From an optimization exercise on the open Yosys and OpenROAD flow, aimed at small area, a short achievable clock period and few clock cycles; shortcuts taken in it are not production practice.
Where RTL was checked, it was by simulation tests only, not by an equivalence proof against the original.
Power is estimated from default activity; no workload was simulated.

==> lagoon <==
// prf_frame_codec
module prf_frame_codec (
    input  wire        clk,
    input  wire        rst,
    input  wire        in_valid,
    output wire        in_ready,
    input  wire [1:0]  in_op,
    input  wire [4:0]  in_kind,
    input  wire [31:0] in_data,
    input  wire [2:0]  in_nbytes,
    input  wire        in_last,
    output reg         rsp_valid,
    input  wire        rsp_ready,
    output reg  [1:0]  rsp_status,
    output wire [31:0] rsp_crc,
    output wire [31:0] rsp_rcv,
    output wire [15:0] rsp_expected,
    output wire [15:0] rsp_actual
);
export LEC_CHECK = 0
export CAP_MARGIN = 20
export CORE_MARGIN = 2
export CORE_UTILIZATION = 40
export SLEW_MARGIN = 20
create_clock -name core_clock -period 10.0 [get_ports {clk}]
standard.sh (not shown) runs the stock make flow with config.mk's settings and CLKGATE_MAP_FILE= SYNTH_SCRIPT=/design/flow/synth_recipe.tcl, a recipe that flattens the netlist after the stock synthesis.
==> flow/flow/run.sh <==
#!/bin/bash
# Layout: the standard ORFS flow (standard.sh), with plain buffers on the
# ports and timing repair aimed below the clock period.
set -euo pipefail
source flow/settings.sh
bash standard.sh "${EXTRA[@]}" finish > make_finish.log 2>&1
==> flow/flow/settings.sh <==
EXTRA=(
  "BUFFER_PORTS_ARGS=-buffer_cell sky130_fd_sc_hd__buf_2"
  "SETUP_SLACK_MARGIN=6.9"
  "TNS_END_PERCENT=0"
)
==> yarrow (differences from lagoon) <==
--- a/flow/design.v
+++ b/flow/design.v
@@ -56,17 +56,17 @@
     localparam [1:0] OP_CRC32  = 2'd1;
     localparam [1:0] OP_DECODE = 2'd3;
     localparam [1:0] ST_OK       = 2'd0;
     localparam [1:0] ST_SIZE     = 2'd1;
     localparam [1:0] ST_CHECKSUM = 2'd2;
+    reg        in_rdy;      
     reg        sk_v;
     reg [31:0] sk_data;
     reg [2:0]  sk_nb;
     reg        sk_last;
     reg [1:0]  sk_op;
     reg [4:0]  sk_kind;
-    reg in_rdy;             
     assign in_ready = in_rdy;
     wire take = in_valid && in_rdy;
     wire [31:0] s_data = sk_v ? sk_data : in_data;
     wire [2:0]  s_nb   = sk_v ? sk_nb   : in_nbytes;
     wire        s_last = sk_v ? sk_last : in_last;
@@ -75,58 +75,58 @@
     reg        q_v;
     reg [31:0] q_data;
     reg [2:0]  q_nb;
     reg        q_last;
     reg        q_first;
-    reg [4:0]  q_k;         
     reg [4:0]  q_kc;        
     reg [4:0]  q_kf;        
     reg        first_n;     
     reg [3:0]  left;        
     reg        tx_chk;      
     reg        tx_dec;      
     reg [4:0]  tx_exp;      
     reg [4:0] s_size;
-    reg [4:0] s_bsz;
     reg [4:0] s_k0;
     reg [3:0] s_rest;
     always @(*) begin
         case (s_kind)
-            5'd0:  begin s_size = 5'd12; s_bsz = 5'd8; s_k0 = 5'b10000; s_rest = 4'd4; end
-            5'd1:  begin s_size = 5'd11; s_bsz = 5'd7; s_k0 = 5'b10000; s_rest = 4'd3; end
-            5'd2:  begin s_size = 5'd14; s_bsz = 5'd10; s_k0 = 5'b10000; s_rest = 4'd6; end
-            5'd3:  begin s_size = 5'd13; s_bsz = 5'd9; s_k0 = 5'b10000; s_rest = 4'd5; end
-            5'd4:  begin s_size = 5'd11; s_bsz = 5'd7; s_k0 = 5'b10000; s_rest = 4'd3; end
-            5'd5:  begin s_size = 5'd10; s_bsz = 5'd6; s_k0 = 5'b10000; s_rest = 4'd2; end
-            5'd6:  begin s_size = 5'd10; s_bsz = 5'd6; s_k0 = 5'b10000; s_rest = 4'd2; end
-            5'd7:  begin s_size = 5'd9; s_bsz = 5'd5;  s_k0 = 5'b10000; s_rest = 4'd1; end
-            5'd8:  begin s_size = 5'd8; s_bsz = 5'd4;  s_k0 = 5'b10000; s_rest = 4'd0; end
-            5'd9:  begin s_size = 5'd6; s_bsz = 5'd2;  s_k0 = 5'b00100; s_rest = 4'd0; end
-            5'd10: begin s_size = 5'd6; s_bsz = 5'd2;  s_k0 = 5'b00100; s_rest = 4'd0; end
-            5'd11: begin s_size = 5'd7; s_bsz = 5'd3;  s_k0 = 5'b01000; s_rest = 4'd0; end
-            5'd12: begin s_size = 5'd12; s_bsz = 5'd8; s_k0 = 5'b10000; s_rest = 4'd4; end
-            5'd13: begin s_size = 5'd8; s_bsz = 5'd4;  s_k0 = 5'b10000; s_rest = 4'd0; end
-            5'd14: begin s_size = 5'd5; s_bsz = 5'd1;  s_k0 = 5'b00010; s_rest = 4'd0; end
-            5'd15: begin s_size = 5'd8; s_bsz = 5'd4;  s_k0 = 5'b10000; s_rest = 4'd0; end
-            5'd16: begin s_size = 5'd5; s_bsz = 5'd1;  s_k0 = 5'b00010; s_rest = 4'd0; end
-            5'd17: begin s_size = 5'd16; s_bsz = 5'd12; s_k0 = 5'b10000; s_rest = 4'd8; end
-            5'd18: begin s_size = 5'd8; s_bsz = 5'd4;  s_k0 = 5'b10000; s_rest = 4'd0; end
-            default: begin s_size = 5'd4; s_bsz = 5'd0; s_k0 = 5'b00001; s_rest = 4'd0; end
+            5'd0:  begin s_size = 5'd12; s_k0 = 5'b10000; s_rest = 4'd4; end
+            5'd1:  begin s_size = 5'd11; s_k0 = 5'b10000; s_rest = 4'd3; end
+            5'd2:  begin s_size = 5'd14; s_k0 = 5'b10000; s_rest = 4'd6; end
+            5'd3:  begin s_size = 5'd13; s_k0 = 5'b10000; s_rest = 4'd5; end
+            5'd4:  begin s_size = 5'd11; s_k0 = 5'b10000; s_rest = 4'd3; end
+            5'd5:  begin s_size = 5'd10; s_k0 = 5'b10000; s_rest = 4'd2; end
+            5'd6:  begin s_size = 5'd10; s_k0 = 5'b10000; s_rest = 4'd2; end
+            5'd7:  begin s_size = 5'd9; s_k0 = 5'b10000; s_rest = 4'd1; end
+            5'd8:  begin s_size = 5'd8; s_k0 = 5'b10000; s_rest = 4'd0; end
+            5'd9:  begin s_size = 5'd6; s_k0 = 5'b00100; s_rest = 4'd0; end
+            5'd10: begin s_size = 5'd6; s_k0 = 5'b00100; s_rest = 4'd0; end
+            5'd11: begin s_size = 5'd7; s_k0 = 5'b01000; s_rest = 4'd0; end
+            5'd12: begin s_size = 5'd12; s_k0 = 5'b10000; s_rest = 4'd4; end
+            5'd13: begin s_size = 5'd8; s_k0 = 5'b10000; s_rest = 4'd0; end
+            5'd14: begin s_size = 5'd5; s_k0 = 5'b00010; s_rest = 4'd0; end
+            5'd15: begin s_size = 5'd8; s_k0 = 5'b10000; s_rest = 4'd0; end
+            5'd16: begin s_size = 5'd5; s_k0 = 5'b00010; s_rest = 4'd0; end
+            5'd17: begin s_size = 5'd16; s_k0 = 5'b10000; s_rest = 4'd8; end
+            5'd18: begin s_size = 5'd8; s_k0 = 5'b10000; s_rest = 4'd0; end
+            default: begin s_size = 5'd4; s_k0 = 5'b00001; s_rest = 4'd0; end
         endcase
     end
     wire [4:0] s_nb1h = {s_nb == 3'd4, s_nb == 3'd3, s_nb == 3'd2, s_nb == 3'd1, s_nb == 3'd0};
     wire       left_ge4 = left[3] || left[2];
     wire [4:0] left1h  = {left_ge4, !left_ge4 && left[1:0] == 2'd3, !left_ge4 && left[1:0] == 2'd2,
                           !left_ge4 && left[1:0] == 2'd1, !left_ge4 && left[1:0] == 2'd0};
-    wire [4:0] s_k = first_n ? ((s_op == OP_DECODE) ? s_k0 : s_nb1h)
-                             : (tx_dec ? left1h : s_nb1h);
+    wire [4:0] s_kc = first_n ? 5'd0 : (tx_dec ? left1h : s_nb1h);
+    wire [4:0] s_kf = first_n ? ((s_op == OP_DECODE) ? s_k0 : s_nb1h) : 5'd0;
     wire [3:0] s_left = first_n ? s_rest : (left_ge4 ? left - 4'd4 : 4'd0);
     reg [31:0] crc;
-    reg [31:0] rcv;
+    reg [31:0] rcv;         
     reg [15:0] count;
     wire proc = q_v && (!rsp_valid || rsp_ready);
     wire move = !q_v || proc;      
+    wire load = move && (sk_v || take);
+    wire [4:0]  q_k = q_kc | q_kf;
     wire [31:0] bd = {q_data[7:0], q_data[15:8], q_data[23:16], q_data[31:24]};
     wire [31:0] ud = ({32{q_k[4]}} & bd)
                    | ({32{q_k[3]}} & {8'd0,  bd[31:8]})
                    | ({32{q_k[2]}} & {16'd0, bd[31:16]})
                    | ({32{q_k[1]}} & {24'd0, bd[31:24]});
@@ -165,12 +165,12 @@
     assign rsp_rcv      = rcv;
     assign rsp_actual   = count;
     assign rsp_expected = {11'd0, rcv[4:0]};
     always @(posedge clk) begin
         if (rst) begin
+            in_rdy    <= 1'b1;
             sk_v      <= 1'b0;
-            in_rdy    <= 1'b1;
             q_v       <= 1'b0;
             first_n   <= 1'b1;
             rsp_valid <= 1'b0;
         end else begin
             if (move) begin
@@ -180,11 +180,11 @@
                 sk_v   <= 1'b1;
                 in_rdy <= 1'b0;
             end
             if (move)
                 q_v <= sk_v || take;
-            if (move && (sk_v || take))
+            if (load)
                 first_n <= s_last;
             if (proc)
                 rsp_valid <= q_last;
             else if (rsp_ready)
                 rsp_valid <= 1'b0;
@@ -196,29 +196,30 @@
             sk_nb   <= in_nbytes;
             sk_last <= in_last;
             sk_op   <= in_op;
             sk_kind <= in_kind;
         end
-        if (move && (sk_v || take)) begin
+        if (move) begin
             q_data  <= s_data;
             q_nb    <= s_nb;
             q_last  <= s_last;
             q_first <= first_n;
-            q_k     <= s_k;
-            q_kc    <= first_n ? 5'd0 : s_k;
-            q_kf    <= first_n ? s_k : 5'd0;
+            q_kc    <= s_kc;
+            q_kf    <= s_kf;
+        end
+        if (load) begin
             left    <= s_left;
             if (first_n) begin
-                tx_chk <= (s_op != OP_CRC32);
-                tx_dec <= (s_op == OP_DECODE);
-                tx_exp <= (s_op == OP_DECODE) ? s_size : s_bsz;
+                tx_chk  <= (s_op != OP_CRC32);
+                tx_dec  <= (s_op == OP_DECODE);
+                tx_exp  <= (s_op == OP_DECODE) ? s_size : s_size - 5'd4;
             end
         end
         if (proc) begin
             crc   <= crc_next;
+            count <= count_next;
             rcv   <= rcv_next;
-            count <= count_next;
             if (q_last) begin
                 if (size_bad)
                     rcv[4:0] <= tx_exp;
                 rsp_status <= size_bad ? ST_SIZE : (sum_bad ? ST_CHECKSUM : ST_OK);
             end
==> flow/flow/settings.sh (replaced) <==
EXTRA=(
  "BUFFER_PORTS_ARGS=-buffer_cell sky130_fd_sc_hd__buf_2"
  "SETUP_SLACK_MARGIN=7.2"
  "TNS_END_PERCENT=0"
)
==> tundra (differences from lagoon) <==
--- a/flow/design.v
+++ b/flow/design.v
@@ -121,10 +121,11 @@
                              : (tx_dec ? left1h : s_nb1h);
     wire [3:0] s_left = first_n ? s_rest : (left_ge4 ? left - 4'd4 : 4'd0);
     reg [31:0] crc;
     reg [31:0] rcv;
     reg [15:0] count;
+    reg [4:0]  r_exp;
     wire proc = q_v && (!rsp_valid || rsp_ready);
     wire move = !q_v || proc;      
     wire [31:0] bd = {q_data[7:0], q_data[15:8], q_data[23:16], q_data[31:24]};
     wire [31:0] ud = ({32{q_k[4]}} & bd)
                    | ({32{q_k[3]}} & {8'd0,  bd[31:8]})
@@ -162,11 +163,11 @@
     wire        size_bad   = tx_chk && (count_next != {11'd0, tx_exp});
     wire        sum_bad    = tx_dec && (crc != rcv_next);
     assign rsp_crc      = crc;
     assign rsp_rcv      = rcv;
     assign rsp_actual   = count;
-    assign rsp_expected = {11'd0, rcv[4:0]};
+    assign rsp_expected = {11'd0, r_exp};
     always @(posedge clk) begin
         if (rst) begin
             sk_v      <= 1'b0;
             in_rdy    <= 1'b1;
             q_v       <= 1'b0;
@@ -216,12 +217,11 @@
         if (proc) begin
             crc   <= crc_next;
             rcv   <= rcv_next;
             count <= count_next;
             if (q_last) begin
-                if (size_bad)
-                    rcv[4:0] <= tx_exp;
+                r_exp      <= tx_exp;
                 rsp_status <= size_bad ? ST_SIZE : (sum_bad ? ST_CHECKSUM : ST_OK);
             end
         end
     end
 endmodule
==> flow/flow/settings.sh (replaced) <==
EXTRA=(
  "BUFFER_PORTS_ARGS=-buffer_cell sky130_fd_sc_hd__buf_2"
  "SETUP_SLACK_MARGIN=6.7"
  "TNS_END_PERCENT=0"
)
==> onyx (differences from lagoon) <==
--- a/flow/design.v
+++ b/flow/design.v
@@ -121,10 +121,11 @@
                              : (tx_dec ? left1h : s_nb1h);
     wire [3:0] s_left = first_n ? s_rest : (left_ge4 ? left - 4'd4 : 4'd0);
     reg [31:0] crc;
     reg [31:0] rcv;
     reg [15:0] count;
+    reg [4:0]  r_exp;
     wire proc = q_v && (!rsp_valid || rsp_ready);
     wire move = !q_v || proc;      
     wire [31:0] bd = {q_data[7:0], q_data[15:8], q_data[23:16], q_data[31:24]};
     wire [31:0] ud = ({32{q_k[4]}} & bd)
                    | ({32{q_k[3]}} & {8'd0,  bd[31:8]})
@@ -162,11 +163,11 @@
     wire        size_bad   = tx_chk && (count_next != {11'd0, tx_exp});
     wire        sum_bad    = tx_dec && (crc != rcv_next);
     assign rsp_crc      = crc;
     assign rsp_rcv      = rcv;
     assign rsp_actual   = count;
-    assign rsp_expected = {11'd0, rcv[4:0]};
+    assign rsp_expected = {11'd0, r_exp};
     always @(posedge clk) begin
         if (rst) begin
             sk_v      <= 1'b0;
             in_rdy    <= 1'b1;
             q_v       <= 1'b0;
@@ -216,12 +217,11 @@
         if (proc) begin
             crc   <= crc_next;
             rcv   <= rcv_next;
             count <= count_next;
             if (q_last) begin
-                if (size_bad)
-                    rcv[4:0] <= tx_exp;
+                r_exp      <= tx_exp;
                 rsp_status <= size_bad ? ST_SIZE : (sum_bad ? ST_CHECKSUM : ST_OK);
             end
         end
     end
 endmodule
==> results.txt <==
onyx finished clean. lagoon passed the timing, design-rule and antenna checks. tundra finished with timing, DRC and antenna clean. yarrow produced a clean layout.
The lowest via count belongs to tundra, the highest to yarrow.
Clock-buffer cell count is the same in yarrow and lagoon.
Final area: lagoon is higher than onyx (about 0.2%).
Between onyx and tundra, the lower non-clock buffer count is in tundra (gap 19).
Combinational power: yarrow < tundra < onyx < lagoon.
Testbench counts of tundra, summed over its fixed seeds: cycles 12,333.
Testbench counts of onyx, summed over its fixed seeds: cycles 12,333.
Only the layout flow was run in lagoon and yarrow; the RTL was not checked for function there.

## re-timing with driven ports
In the flow no input, the clock included, has a driving cell. The finished layouts below were timed again as built, in two steps. Step 1, drivers: a clkbuf_16 drives clk and a buf_2 each remaining input, both assumed. Step 2, shift: input delay + t, output delay - t, t = (earliest + latest rising clock arrival at the registers) / 2. This alone moves slack from input paths to output paths. Slacks: ideal / step 1 / step 2; pairs: ideal / step 1.
run	t, ns	setup slack, ns	worst hold slack (ns)	pins driven straight from the clock port
lagoon	0.498	6.636 / 6.589 / 6.324	0.551 / 0.551 / 0.551	1
yarrow	0.508	6.778 / 6.778 / 6.355	0.549 / 0.549 / 0.549	1
tundra	0.485	6.550 / 6.550 / 6.127	0.475 / 0.475 / 0.475	1
onyx	0.485	6.706 / 6.656 / 6.307	0.475 / 0.476 / 0.476	1
After both steps setup and hold are still met in every run listed.
